This is an optimization exercise on Yosys and OpenROAD, whose aim is small area, a short achievable clock period and few clock cycles per item, not a production implementation.

==> branch yarrow <==
// scope_index_unit
module scope_index_unit (
    input  wire        clk,
    input  wire        rst,           
    input  wire        start,
    input  wire [2:0]  cfg_scope,
    input  wire [11:0] cfg_width_m1,  
    input  wire        s_valid,
    output wire        s_ready,
    input  wire [31:0] s_data,        
    output reg         m_valid,
    input  wire        m_ready,
    output reg  [2:0]  m_mask,        
    output reg  [21:0] m_addr0,
    output reg  [21:0] m_addr1,
    output reg  [21:0] m_addr2
);
==> flow/config.mk <==
export PLATFORM = sky130hd
export DESIGN_NAME = scope_index_unit
export DESIGN_NICKNAME = scope_index_unit
export VERILOG_FILES = /design/flow/design.v
export SDC_FILE = /design/flow/constraint.sdc
export NUM_CORES = 4
export LEC_CHECK = 0
export CAP_MARGIN = 80
export CORE_MARGIN = 2
export CORE_UTILIZATION = 40
export SLEW_MARGIN = 80
==> flow/constraint.sdc <==
create_clock -name core_clock -period 28.0 [get_ports {clk}]
set_input_delay 5.6000 -clock core_clock [delete_from_list [all_inputs] [get_ports {clk}]]
set_output_delay 5.6000 -clock core_clock [all_outputs]
set_load 0.01 [all_outputs]
standard.sh (not shown) runs the stock make flow with config.mk's settings and CLKGATE_MAP_FILE= SYNTH_SCRIPT=/design/flow/synth_recipe.tcl, a recipe that flattens the netlist after the stock synthesis.
==> flow/flow/run.sh <==
#!/bin/bash
# Own layout flow: the standard synthesis, then a netlist pass that re-assigns the
# polarity of the full-adder cells (and of gates that have a complemented twin) so that
# fewer inverters are needed (flow/polarity.py; registers and their names are untouched),
# then the standard layout, with the port buffers made of buf_4 cells and the delay
# cells (clkdlybuf4s*, dlygate*, dlymetal*) kept out of the layout's buffering.
# Each tool's output goes to a log file in this folder.
set -euo pipefail
R=$PWD/orfs/results/$FLOW_PLATFORM/scope_index_unit/base
LIB=$FLOW_HOME/platforms/$FLOW_PLATFORM/lib/sky130_fd_sc_hd__tt_025C_1v80.lib
bash standard.sh "$R/1_2_yosys.v" > synth.log 2>&1
cp "$R/1_2_yosys.v" "$R/1_2_yosys_standard.v"
python3 flow/polarity.py "$LIB" "$R/1_2_yosys_standard.v" "$R/1_2_yosys.v" > polarity.log 2>&1
DONT_USE="sky130_fd_sc_hd__probe_p_8 sky130_fd_sc_hd__probec_p_8 sky130_fd_sc_hd__lpflow_bleeder_1 sky130_fd_sc_hd__lpflow_clkbufkapwr_1 sky130_fd_sc_hd__lpflow_clkbufkapwr_16 sky130_fd_sc_hd__lpflow_clkbufkapwr_2 sky130_fd_sc_hd__lpflow_clkbufkapwr_4 sky130_fd_sc_hd__lpflow_clkbufkapwr_8 sky130_fd_sc_hd__lpflow_clkinvkapwr_1 sky130_fd_sc_hd__lpflow_clkinvkapwr_16 sky130_fd_sc_hd__lpflow_clkinvkapwr_2 sky130_fd_sc_hd__lpflow_clkinvkapwr_4 sky130_fd_sc_hd__lpflow_clkinvkapwr_8 sky130_fd_sc_hd__lpflow_decapkapwr_12 sky130_fd_sc_hd__lpflow_decapkapwr_3 sky130_fd_sc_hd__lpflow_decapkapwr_4 sky130_fd_sc_hd__lpflow_decapkapwr_6 sky130_fd_sc_hd__lpflow_decapkapwr_8 sky130_fd_sc_hd__lpflow_inputiso0n_1 sky130_fd_sc_hd__lpflow_inputiso0p_1 sky130_fd_sc_hd__lpflow_inputiso1n_1 sky130_fd_sc_hd__lpflow_inputiso1p_1 sky130_fd_sc_hd__lpflow_inputisolatch_1 sky130_fd_sc_hd__lpflow_isobufsrc_1 sky130_fd_sc_hd__lpflow_isobufsrc_16 sky130_fd_sc_hd__lpflow_isobufsrc_2 sky130_fd_sc_hd__lpflow_isobufsrc_4 sky130_fd_sc_hd__lpflow_isobufsrc_8 sky130_fd_sc_hd__lpflow_isobufsrckapwr_16 sky130_fd_sc_hd__lpflow_lsbuf_lh_hl_isowell_tap_1 sky130_fd_sc_hd__lpflow_lsbuf_lh_hl_isowell_tap_2 sky130_fd_sc_hd__lpflow_lsbuf_lh_hl_isowell_tap_4 sky130_fd_sc_hd__lpflow_lsbuf_lh_isowell_4 sky130_fd_sc_hd__lpflow_lsbuf_lh_isowell_tap_1 sky130_fd_sc_hd__lpflow_lsbuf_lh_isowell_tap_2 sky130_fd_sc_hd__lpflow_lsbuf_lh_isowell_tap_4  sky130_fd_sc_hd__clkdlybuf4s15_1 sky130_fd_sc_hd__clkdlybuf4s15_2 sky130_fd_sc_hd__clkdlybuf4s18_1 sky130_fd_sc_hd__clkdlybuf4s18_2 sky130_fd_sc_hd__clkdlybuf4s25_1 sky130_fd_sc_hd__clkdlybuf4s25_2 sky130_fd_sc_hd__clkdlybuf4s50_1 sky130_fd_sc_hd__clkdlybuf4s50_2 sky130_fd_sc_hd__dlygate4sd1_1 sky130_fd_sc_hd__dlygate4sd2_1 sky130_fd_sc_hd__dlygate4sd3_1 sky130_fd_sc_hd__dlymetal6s2s_1 sky130_fd_sc_hd__dlymetal6s4s_1 sky130_fd_sc_hd__dlymetal6s6s_1"
bash standard.sh "BUFFER_PORTS_ARGS=-buffer_cell sky130_fd_sc_hd__buf_4" "DONT_USE_CELLS=$DONT_USE" finish > layout.log 2>&1
Other scripts of this flow, unchanged in this note and not shown: flow/flow/polarity.py
==> branch violet (differences from branch yarrow) <==
- CAP_MARGIN: 80 -> 20
- SLEW_MARGIN: 80 -> 20
==> reports/qor.yml <==
status: "finished clean"
path_buf_inv: 9
dp_hpwl_mm: 61.8
nNetsFinal: 3395
crit_required_ns: 28.37
worstReg2RegStart: "is_wfl_c0"
fin_crit_ns: 7.12
grt_pass1_vias: 20900
post-place-ws_ns: 20.93
met1_length_mm: 31.9
critPathLaunch: "is_wfl_c0"
final_cell_count_no_fill: 3626
switching_power_uw: 980
wl_met2_mm: 36.2
grt_util_met3_pct: 3.52
-- figures above: branch yarrow

==> reports/qor.yml <==
path_buf_inv: 4
grt_pass1_vias: 20213
worstReg2RegStart: "is_vsa_c0"
slowest_delay_ns: 0.64
antenna_left: 0
wl_met2_mm: 34.8
slew-limit-headroom_pct: 35.7
setup_viol: 0
layout-drive-gt1-share_pct: 9.54
switching_power_uw: 930
dp_hpwl_mm: 57.9
power_per_cell_area_nw_per_um2: 72.7
nNetsFinal: 3225
final_cell_count_no_fill: 3455
grt_util_met3_pct: 3.24
syn_area_per_cell_sq_um: 10.1
post-place-ws_ns: 20.47
status: "finished clean"
fin_crit_ns: 7.63
-- figures above: branch violet

Function was not checked in any run of this note: the RTL went through the layout flow alone.

afterwards: timing with drivers on the ports:
Ports are ideal in the flow. The routed layouts listed here were re-timed in OpenROAD.
Step 1 assumes that a clkbuf_16 drives the clock port and a buf_2 every other input.
Step 2 times the ports against the registers' clock, not the clock port: input delays grow and output delays shrink by t, the midpoint of the rising clock arrivals with the driver on.
a / b / c = ideal ports / drivers / drivers and shift; a / b = the first two.
run	t, ns	setup WS [ns]	hold slack, ns	pins driven straight from the clock port
branch yarrow	0.639	20.881 / 20.881 / 20.881	0.456 / 0.456 / 0.456	1
branch violet	0.623	20.374 / 20.374 / 20.374	0.455 / 0.455 / 0.455	1
After both steps every run listed still meets setup and hold.
